This is an optimization exercise on Yosys and OpenROAD, whose aim is small area, a short achievable clock period and few clock cycles, not a production implementation.
Function was checked by simulation only, so behaviour that the tests miss may differ from the original.
No activity file was given, so power comes from the tool's default toggle rates.

==> run a <==
Design bowler_pkt, start of the top module:
module bowler_pkt (
    input  wire        clk,
    input  wire        rst,
    input  wire        cmd_valid,
    output wire        cmd_ready,
    input  wire [31:0] cmd_word,
    input  wire [31:0] cmd_data,
    input  wire        rx_valid,
    output wire        rx_ready,
    input  wire [7:0]  rx_byte,
    input  wire [31:0] now,
    output reg         resp_valid,
    output reg  [7:0]  resp_status,
    output reg  [31:0] resp_result
);
==> flow/config.mk <==
export PLATFORM = sky130hd
export DESIGN_NAME = bowler_pkt
export DESIGN_NICKNAME = bowler_pkt
export VERILOG_FILES = /design/flow/design.v
export SDC_FILE = /design/flow/constraint.sdc
export NUM_CORES = 4
export LEC_CHECK = 0
export CAP_MARGIN = 20
export CELL_PAD_IN_SITES_DETAIL_PLACEMENT = 1
export CELL_PAD_IN_SITES_GLOBAL_PLACEMENT = 2
export CORE_MARGIN = 2
export CORE_UTILIZATION = 40
export CTS_CLUSTER_DIAMETER = 120
export CTS_CLUSTER_SIZE = 15
export GPL_ROUTABILITY_DRIVEN = 1
export GPL_TIMING_DRIVEN = 1
export PLACE_DENSITY = 0.5
export SETUP_SLACK_MARGIN = 5
export SLEW_MARGIN = 20
==> flow/constraint.sdc <==
create_clock -name core_clock -period 12.0 [get_ports {clk}]
set_input_delay 2.4000 -clock core_clock [delete_from_list [all_inputs] [get_ports {clk}]]
set_output_delay 2.4000 -clock core_clock [all_outputs]
set_load 0.01 [all_outputs]
standard.sh (not shown) runs the stock make flow with config.mk's settings and CLKGATE_MAP_FILE= SYNTH_SCRIPT=/design/flow/synth_recipe.tcl, a recipe that flattens the netlist after the stock synthesis.
==> flow/flow/run.sh <==
#!/bin/bash
set -uo pipefail
bash standard.sh SETUP_SLACK_MARGIN=7.8 finish > standard.log 2>&1
status=$?
exit $status
==> run b: changes against run a <==
--- a/flow/design.v
+++ b/flow/design.v
@@ -74,13 +74,12 @@
             pdec = {ml && lg, !lg, lg ? k : 26'd0};
         end
     endfunction
     reg  [7:0]   rd, wr;
     reg  [8:0]   cnt;
     reg          tfire_q;
-    reg          c_empty, c_lt15, c_le16, c_ltlen, c_pkge;
     reg          fc_v, vc_v, vc_hok, vc_cap;
     reg  [7:0]   fc_h, fc_p;
     reg          n_fc_v, n_vc_v, n_vc_hok, n_vc_cap;
     reg  [7:0]   n_fc_h, n_fc_p;
     reg  [1023:0] pkt;
     reg          pkt_resp;
@@ -98,13 +97,12 @@
     reg  [31:0]  r_w, r_d, r_now;
     reg          e_v, e_rx;
     reg  [7:0]   e_b;
     reg  [31:0]  e_w, e_d, e_now;
     reg  [25:0]  ek;
     reg          e_ill, e_multi;
-    reg  [1:0]   e_tsel;              
     assign cmd_ready = rdy;
     assign rx_ready  = rdy;
     wire in_acc = rdy && (cmd_valid || rx_valid);
     wire fin;                        
     wire take = !e_v || fin;
     always @(posedge clk) begin
@@ -125,17 +123,15 @@
     wire [27:0] dec_in = pdec(cmd_word);
     always @(posedge clk) begin
         if (take) begin
             if (r_v) begin
                 e_rx <= r_rx; e_b <= r_b; e_w <= r_w; e_d <= r_d; e_now <= r_now;
                 {e_multi, e_ill, ek} <= r_rx ? 28'd0 : dec_r;
-                e_tsel <= (r_w[31:24] == 8'h51 || r_w[31:24] == 8'h53) ? 2'd0 : r_w[17:16];
             end else begin
                 e_rx <= rx_valid; e_b <= rx_byte; e_w <= cmd_word; e_d <= cmd_data; e_now <= now;
                 {e_multi, e_ill, ek} <= rx_valid ? 28'd0 : dec_in;
-                e_tsel <= (cmd_word[31:24] == 8'h51 || cmd_word[31:24] == 8'h53) ? 2'd0 : cmd_word[17:16];
             end
         end
         if (rdy) begin
             r_rx <= rx_valid; r_b <= rx_byte; r_w <= cmd_word; r_d <= cmd_data; r_now <= now;
         end
     end
@@ -159,13 +155,13 @@
                     mem[wr[7:4]] <= fw_data;
             assign bank_q[8*gb +: 8] = mem[row];
         end
     endgenerate
     reg  [6:0]  pa;                  
     reg         pa_sel;              
-    wire [6:0]  paddr = pa;
+    wire [6:0]  paddr = pa_sel ? pa : e_w[6:0];
     reg  [127:0] pchunk;
     always @(*) begin
         case (paddr[6:4])
             3'd0: pchunk = pkt[127:0];
             3'd1: pchunk = pkt[255:128];
             3'd2: pchunk = pkt[383:256];
@@ -182,17 +178,12 @@
     wire [7:0]  pdl_c     = pkt[8*12 +: 8];           
     reg         pl_q, dl_dirty;
     reg  [7:0]  pdl;
     reg  [6:0]  pdm1;
     reg  [2:0]  kchk, ksum;
     always @(posedge clk) begin
-        c_empty <= (cnt == 9'd0);
-        c_lt15  <= (cnt < 9'd15);
-        c_le16  <= (cnt <= 9'd16);
-        c_ltlen <= (cnt < {1'b0, rsm_len});
-        c_pkge  <= (imm >= {7'd0, cnt});
         pl_q <= pkt_legal;
         pdl  <= pdl_c;
         pdm1 <= pdl_c[6:0] - 7'd1;
         kchk <= (pdl_c - 8'd1) >> 4;
         ksum <= (pdl_c - 8'd2) >> 4;
     end
@@ -254,18 +245,16 @@
     wire [127:0] ro2 = w_rot[1] ? {ro1[15:0], ro1[127:16]} : ro1;
     wire [127:0] ro3 = w_rot[2] ? {ro2[31:0], ro2[127:32]} : ro2;
     wire [127:0] fwin = w_rot[3] ? {ro3[63:0], ro3[127:64]} : ro3;
     wire [15:0] c3a = csa(w_ps[7:0],   w_ps[15:8],  w_ps[23:16]);
     wire [15:0] c3b = csa(w_ps[31:24], w_ps[39:32], w_ps[47:40]);
     wire [15:0] c4a = csa(c3a[7:0], c3a[15:8], c3b[7:0]);
-    wire [15:0] c4b_r = csa(c3b[15:8], w_ps[55:48], w_ps[63:56]);
-    wire [15:0] c4b = {c4b_r[15:9], w_cin, c4b_r[7:0]};    
+    wire [15:0] c4b = csa(c3b[15:8], w_ps[55:48], w_ps[63:56]);
     wire [15:0] c5a = csa(c4a[7:0], c4a[15:8], c4b[7:0]);
     wire [15:0] c6a = csa(c5a[7:0], c5a[15:8], c4b[15:8]);
-    wire [7:0]  wsum = c6a[7:0] + c6a[15:8];
-    wire        wzero = ((c6a[7:0] ^ c6a[15:8]) == {(c6a[6:0] | c6a[14:8]), 1'b0});
+    wire [7:0]  wsum = c6a[7:0] + c6a[15:8] + {7'd0, w_cin};
     wire [7:0]  f12 = fwin[8*12 +: 8];
     wire [7:0]  f13 = fwin[8*13 +: 8];
     reg  [15:0] fmatch;
     reg  [4:0]  ffirst;
     always @(*) begin
         for (j = 0; j < 16; j = j + 1)
@@ -283,25 +272,25 @@
     reg         p_ltdl;               
     reg  [7:0]  p_b15;
     reg  [7:0]  p_b0;
     reg         pv, ph, pl;
     always @(posedge clk) begin
         p_sum   <= wsum;
-        p_zero  <= wzero;
+        p_zero  <= (wsum == 8'd0);
         p_m0    <= fmatch[0];
         p_first <= ffirst;
         p_legal <= (f13 == 8'd0) && (f12 >= 8'd16) && (f12 <= 8'd128);
         p_dl    <= f12;
         p_ltdl  <= (cnt < {1'b0, f12});
         p_b15   <= fwin[8*15 +: 8];
         p_b0    <= fwin[7:0];
         ph      <= wh;
         pc0     <= wc0 && wc;
         pl      <= wl;
     end
-    wire [1:0]  tsel = e_tsel;
+    wire [1:0]  tsel = (ek[K_LCHK] || ek[K_TICK]) ? 2'd0 : fa[1:0];
     reg  [31:0] tl_m, ti_m;
     always @(*) begin
         case (tsel)
             2'd0: begin tl_m = last0; ti_m = intv0; end
             2'd1: begin tl_m = last1; ti_m = intv1; end
             2'd2: begin tl_m = last2; ti_m = intv2; end
@@ -409,14 +398,12 @@
                 (cw_en && wk == 3'd0);
     reg  [4:0]  sk_m;
     reg  [7:0]  dlw;                  
     reg         go_pay, go_hdr, single, ltdl;
     reg  [7:0]  tot;
     reg         pay_ok, n_cst, dl_wr, n_tf;
-    reg  [1:0]  verr, n_verr;
-    reg  [7:0]  accn, n_accn;
     reg  [6:0]  tg_l;                 
     reg  [15:0] tg_th, tg_oh;
     reg  [15:0] nt_inc, nt_neg;
     always @(*) begin
         tg_l = (is_mode == TM_PCHK) ? (n_dlx[6:0] - 7'd1) : (n_dlx[6:0] - 7'd2);
         for (j = 0; j < 16; j = j + 1) begin
@@ -451,19 +438,18 @@
         is_wa = 8'd0; is_pa = 7'd0; is_mode = TM_HCHK; is_k = 3'd0;
         fw_en = 1'b0; fw_data = put_b;
         bw_en = 1'b0; bw_addr = paddr; bw_data = fa;
         f_en = 15'd0; f_dat = 120'd0;
         cw_en = 1'b0;
         sk_m = 5'd0;
-        dlw = rsm_len; ltdl = (ms == 4'd0) ? (cnt < {1'b0, rsm_len}) : c_ltlen;
+        dlw = rsm_len; ltdl = (cnt < {1'b0, rsm_len});
         go_pay = 1'b0; go_hdr = 1'b0;
         single = ek[K_STEP];
         tot = 8'd0;
         pay_ok = 1'b0; n_cst = cst;
         n_tf = tfire_q;
-        n_verr = verr;
         n_fc_v = fc_v; n_fc_h = fc_h; n_fc_p = fc_p;
         n_vc_v = vc_v; n_vc_hok = vc_hok; n_vc_cap = vc_cap;
         if (e_v && !e_multi) begin
             fin_c = 1'b1;
             n_rv  = !e_rx;
             if (put_is) begin
@@ -554,28 +540,28 @@
                         default: n_dev_mac[47:32] = e_d[15:0];
                     endcase
                 end
             end
         end else if (e_v) begin
             if (ek[K_POP]) begin
-                if (ms == 4'd0) begin
-                    n_ms = 4'd1;
-                end else if (c_empty) begin
+                if (fifo_empty) begin
                     fin_c = 1'b1; n_rv = 1'b1; n_rs = ST_EMPTY;
+                end else if (ms == 4'd0) begin
+                    n_ms = 4'd1;
                 end else begin
                     fin_c = 1'b1; n_rv = 1'b1;
                     n_rr = {24'd0, fwin[7:0]};
                     n_rd = rd + 8'd1; n_cnt = cnt - 9'd1;
                 end
             end
             if (ek[K_PEEK]) begin
-                if (ms == 4'd0) begin
+                if (imm >= {7'd0, cnt}) begin
+                    fin_c = 1'b1; n_rv = 1'b1; n_rs = ST_EMPTY;
+                end else if (ms == 4'd0) begin
                     is_wa = rd + imm[7:0]; is_fw = 1'b1;
                     n_ms = 4'd1;
-                end else if (ms == 4'd1 && c_pkge) begin
-                    fin_c = 1'b1; n_rv = 1'b1; n_rs = ST_EMPTY;
                 end else if (ms == 4'd1) begin
                     n_ms = 4'd2;
                 end else begin
                     fin_c = 1'b1; n_rv = 1'b1;
                     n_rr = {24'd0, fwin[7:0]};
                 end
@@ -685,19 +671,22 @@
                         n_ms = is_l ? 4'd2 : 4'd1;
                     end
                     if (pv) begin
                         tot = acc8 + p_sum;
                         if (ph) begin
                             tot = (kchk == 3'd0) ? (8'd0 - p_b15) : p_b15;
-                            n_verr = !p_zero ? 2'd1 : !pl_q ? 2'd2 : 2'd0;
+                            if (!p_zero) begin
+                                fin_c = 1'b1; n_rv = 1'b1; n_rs = ST_BAD_HCK; n_rr = {16'd0, pkt_dlen};
+                            end else if (!pl_q) begin
+                                fin_c = 1'b1; n_rv = 1'b1; n_rs = ST_BAD_LEN; n_rr = {16'd0, pkt_dlen};
+                            end
                         end
                         n_acc8 = tot;
-                        if (pl) begin
+                        if (pl && !fin_c) begin
                             fin_c = 1'b1; n_rv = 1'b1;
-                            n_rs = (n_verr == 2'd1) ? ST_BAD_HCK : (n_verr == 2'd2) ? ST_BAD_LEN :
-                                   (tot == 8'd0) ? ST_PKT_OK : ST_BAD_PCK;
+                            n_rs = (tot == 8'd0) ? ST_PKT_OK : ST_BAD_PCK;
                             n_rr = {16'd0, pkt_dlen};
                         end
                     end
                 end
             end else if (ek[K_FIN]) begin
                 if (!pl_q) begin
@@ -739,13 +728,18 @@
             if (is_rsm) begin
                 case (ms)
                 4'd0: begin
                     if ((rsm_state == 2'd0 && fifo_empty) ||
                         (rsm_state == 2'd1 && cnt < 9'd15) ||
                         (rsm_state == 2'd2 && ltdl)) begin
-                        n_ms = 4'd1;    
+                        if (ek[K_TICK]) begin
+                            n_ms = 4'd1;
+                        end else begin
+                            fin_c = 1'b1; n_rv = 1'b1; n_rs = ST_NOT_READY;
+                            n_rr = {30'd0, rsm_state};
+                        end
                     end else begin
                         n_ms = 4'd2;    
                     end
                 end
                 4'd1, 4'd2: begin
                     if (ek[K_TICK]) begin
@@ -755,27 +749,27 @@
                             n_rsm_state = 2'd0; n_rsm_len = 8'd0;
                             n_link_est = 1'b0;
                             n_tmo = timeout_cnt + 32'd1;
                         end
                     end
                     n_tf = ek[K_TICK] && t_fire;
-                    if (ms == 4'd1) begin
+                    if (ek[K_TICK] && ms == 4'd1) begin
                         fin_c = 1'b1; n_rv = 1'b1; n_rs = ST_NOT_READY;
-                        n_rr = (ek[K_TICK] && t_fire) ? 32'h0001_0000 : {30'd0, rsm_state};
+                        n_rr = t_fire ? 32'h0001_0000 : {30'd0, rsm_state};
                     end else begin
                         n_ms = 4'd3;
                     end
                 end
                 4'd3: begin
                     n_tf = 1'b0;
                     if (tfire_q) begin
                         fin_c = 1'b1; n_rv = 1'b1; n_rs = ST_NOT_READY; n_rr = 32'h0001_0000;
                     end else
                     if (rsm_state == 2'd0) begin
                         sk_m = (cnt >= 9'd16) ? 5'd16 : cnt[4:0];
-                        if (c_empty) begin
+                        if (fifo_empty) begin
                             fin_c = 1'b1; n_rv = 1'b1; n_rs = ST_NOT_READY; n_rr = 32'd0;
                         end else if (single) begin
                             if (p_m0) begin
                                 n_rsm_state = 2'd1;
                                 fin_c = 1'b1; n_rv = 1'b1; n_rs = ST_CONTINUE; n_rr = 32'd1;
                             end else begin
@@ -793,25 +787,25 @@
                             n_rsm_state = 2'd1;
                             n_ms = 4'd4;
                         end else begin
                             n_rd = rd + {3'd0, sk_m};
                             n_cnt = cnt - {4'd0, sk_m};
                             n_junk = junk_cnt + {27'd0, sk_m};
-                            if (c_le16) begin
+                            if (cnt <= 9'd16) begin
                                 fin_c = 1'b1; n_rv = 1'b1; n_rs = ST_NOT_READY; n_rr = 32'd0;
                             end else begin
                                 n_ms = 4'd4;
                             end
                         end
                     end else if (rsm_state == 2'd1) begin
                         go_hdr = 1'b1;
                     end else begin
                         go_pay = 1'b1;
                     end
                     if (go_hdr) begin
-                        if (c_lt15) begin
+                        if (cnt < 9'd15) begin
                             fin_c = 1'b1; n_rv = 1'b1; n_rs = ST_NOT_READY; n_rr = 32'd1;
                         end else if (p_m0 && p_zero && p_legal) begin
                             n_rsm_len = p_dl;
                             n_rsm_state = 2'd2;
                             dlw = p_dl;
                             ltdl = p_ltdl;
@@ -860,24 +854,28 @@
                     n_kc = is_l ? 3'd0 : kc + 3'd1;
                     n_cst = 1'b0;
                     if (is_l) n_ms = 4'd7;
                     if (pv) n_acc8 = acc8 + p_sum;
                 end
                 4'd7: begin
+                    if (pv) n_acc8 = acc8 + p_sum;
+                    n_ms = 4'd12;
+                end
+                4'd12: begin
                     if (!cst) begin
                         is_c0 = (kc == 3'd0);
                         is_c = 1'b1; is_fw = 1'b1; is_k = kc; is_wa = rd + {kc, 4'd0};
                         is_l = (kc == kl);
                         n_kc = kc + 3'd1;
                         n_cst = is_l;
                     end
                     if (pv) begin
                         tot = acc8 + p_sum;
                         n_acc8 = tot;
                         if (pl) begin
-                            pay_ok = (p_sum == accn);
+                            pay_ok = (tot == 8'd0);
                             n_ms = pay_ok ? 4'd10 : 4'd9;
                         end
                     end
                 end
                 4'd8: begin
                     is_c = 1'b1; is_fw = 1'b1; is_k = 3'd0; is_wa = rd;
@@ -905,13 +903,13 @@
                     end else begin
                         n_ms = 4'd4;
                     end
                 end
                 default: ;
                 endcase
-                if (wc && (ms == 4'd10 || pay_ok)) begin
+                if (wc && ms == 4'd10) begin
                     cw_en = 1'b1;
                     if (wl) begin
                         n_rd = rd + dlx;
                         n_cnt = cnt - {1'b0, dlx};
                         n_frame = frame_cnt + 32'd1;
                         n_rsm_len = 8'd0;
@@ -978,24 +976,22 @@
             resp_valid <= n_rv;
             if (n_rv) begin
                 resp_status <= n_rs;
                 resp_result <= n_rr;
             end
             ms <= fin_c ? 4'd0 : n_ms;
-            iv <= is_v; ic <= is_c; ic0 <= is_c0;
-            wv <= iv; wc <= ic;
-            pv <= wv;
-            pa_sel <= is_psel;
+            iv <= is_v && !fin_c; ic <= is_c && !fin_c; ic0 <= is_c0;
+            wv <= iv && !fin_c; wc <= ic && !fin_c;
+            pv <= wv && !fin_c;
+            pa_sel <= is_psel && !fin_c;
         end
     end
-    wire [7:0] wa_d = is_fw ? is_wa : n_rd;
+    wire [7:0] wa_d = (!fin_c && is_fw) ? is_wa : n_rd;
     always @(posedge clk) begin
-        accn <= 8'd0 - n_acc8;
-        verr <= n_verr;
         kc <= n_kc; kl <= n_kl; cst <= n_cst; acc8 <= n_acc8; chk_b <= n_chk_b; dlx <= n_dlx;
-        pa <= take ? (r_v ? r_w[6:0] : cmd_word[6:0]) : (is_psel ? is_pa : e_w[6:0]);
+        pa <= is_pa;
         if (rst) begin
             wa    <= 8'd0;
             wa_hi1 <= 4'd1;
             wa_nx <= 16'd0;
             wsrc  <= 1'b0;
             m_inc <= 16'h7FFF;
@@ -1006,33 +1002,33 @@
             il    <= 1'b0;
         end else begin
             wa    <= wa_d;
             wa_hi1 <= wa_d[7:4] + 4'd1;
             for (j = 0; j < 16; j = j + 1)
                 wa_nx[j] <= (j < wa_d[3:0]);
-            wsrc  <= is_src;
-            tmode <= is_mode;
-            m_inc <= nt_inc;
-            m_neg <= nt_neg;
-            tk    <= is_k;
-            ih    <= is_h;
-            il    <= is_l;
+            wsrc  <= !fin_c && is_src;
+            tmode <= fin_c ? TM_HCHK : is_mode;
+            m_inc <= fin_c ? 16'h7FFF : nt_inc;
+            m_neg <= fin_c ? 16'h4000 : nt_neg;
+            tk    <= fin_c ? 3'd0 : is_k;
+            ih    <= !fin_c && is_h;
+            il    <= !fin_c && is_l;
         end
     end
     wire [127:0] lane = cw_en ? fwin : {16{bw_data}};
-    wire [127:0] lane_r = lane & {128{~rst}};
-    wire [119:0] fdat_r = f_dat & {120{~rst}};
     genvar gp;
     generate
         for (gp = 0; gp < 128; gp = gp + 1) begin : g_pkt
             wire cw_hit = cw_en && (wk == gp / 16) && ({wk, 4'd0} + (gp % 16) < dlx);
             wire bw_hit = bw_en && (bw_addr == gp);
             wire fhit   = (gp < 15) && f_en[gp < 15 ? gp : 0];
             always @(posedge clk) begin
-                if (fhit && !rst)
-                    pkt[8*gp +: 8] <= fdat_r[8*(gp < 15 ? gp : 0) +: 8];
-                else if (cw_hit || bw_hit || rst)
-                    pkt[8*gp +: 8] <= lane_r[8*(gp % 16) +: 8];
+                if (rst)
+                    pkt[8*gp +: 8] <= 8'd0;
+                else if (fhit)
+                    pkt[8*gp +: 8] <= f_dat[8*(gp < 15 ? gp : 0) +: 8];
+                else if (cw_hit || bw_hit)
+                    pkt[8*gp +: 8] <= lane[8*(gp % 16) +: 8];
             end
         end
     endgenerate
 endmodule
--- a/flow/config.mk
+++ b/flow/config.mk
@@ -7,13 +7,11 @@
 export LEC_CHECK = 0
 export CAP_MARGIN = 20
 export CELL_PAD_IN_SITES_DETAIL_PLACEMENT = 1
 export CELL_PAD_IN_SITES_GLOBAL_PLACEMENT = 2
 export CORE_MARGIN = 2
 export CORE_UTILIZATION = 40
-export CTS_CLUSTER_DIAMETER = 120
-export CTS_CLUSTER_SIZE = 15
 export GPL_ROUTABILITY_DRIVEN = 1
 export GPL_TIMING_DRIVEN = 1
 export PLACE_DENSITY = 0.5
 export SETUP_SLACK_MARGIN = 5
 export SLEW_MARGIN = 20
==> impl_metrics.csv <==
group,metric,value,unit
run_status,outcome,"no timing/DRC/antenna violations",
placed_design,hpwl,792,mm
sta,post-route-period-util,0.391,
pwr,clk-power,0.0112,W
layout,multi_input_area_share,0.368,
detailed_routing,dr.pass1.iters,9,
logic_synthesis,synthXorXnorAreaFrac,0.0210,
pwr,p_sw_frac,0.276,
sta,slew_headroom,0.0886,
min_path,hold_end,"wk[0]",
sta,fmax,0.213,GHz
layout,multi_input_area,90600,µm²
logic_synthesis,synth_top_family_by_area,"multiplexers",
floorplanning,std_cell_rows,266,
pwr,pg_comb,0.00367,W
critical_path,crit_path_end,"m_neg[2]",
pwr,finalPower,0.0319,W
layout,fin_area,246000,µm²
(the above is from run a)
==> impl_metrics.csv <==
group,metric,value,unit
run_status,outcome,"no timing/DRC/antenna violations",
clocking,cts_root_buffer,"clkbuf_16",
layout,area.growth.synth_to_final,23.4,%
flow_run,drv_cap,0,
detailed_routing,maxUsedRoutingLayer,"met5",
sta,slew_headroom,0.0897,
layout,multi_input_area,104000,µm²
sta,post-route-period-util,0.389,
sta,fmax,0.214,GHz
min_path,hold_end,"wh",
layout,multi_input_area_share,0.398,
global_routing,antenna_found_initial,117,
detailed_routing,dr.pass1.iters,8,
pwr,pg_comb,0.00627,W
logic_synthesis,synth_top_family_by_area,"compound AO/OA/AOI/OAI gates",
placed_design,hpwl,799,mm
critical_path,crit_path_end,"p_zero",
pwr,clk-power,0.0159,W
pwr,p_sw_frac,0.294,
(the above is from run b)
Testbench counts of run a, summed over its fixed seeds: cycles 52,796.
Testbench counts of run b, summed over its fixed seeds: cycles 53,109.

## separate check: timing with driven ports
Ports are ideal in the flow. The routed layouts listed here were re-timed in OpenROAD.
Step 1 assumes that a clkbuf_16 drives the clock port and a buf_2 every other input.
Step 2 moves the port delays by t, midway between the first and last clock arrival at a register: inputs arrive t later, outputs are due t later. That takes back most of the time a late clock gives input paths.
a / b / c = ideal ports / drivers / drivers and shift; a / b = the first two.
run | shift t [ns] | setup slack, ns | pins driven straight from the clock port
run a | 1.151 | 7.310 / 7.310 / 6.578 | 1
run b | 1.209 | 7.328 / 7.328 / 6.749 | 1
After both steps every run listed still meets setup and hold. The setup slack of run a, which loses most, moves by 0.000 ns with the drivers and by -0.732 ns with both steps.
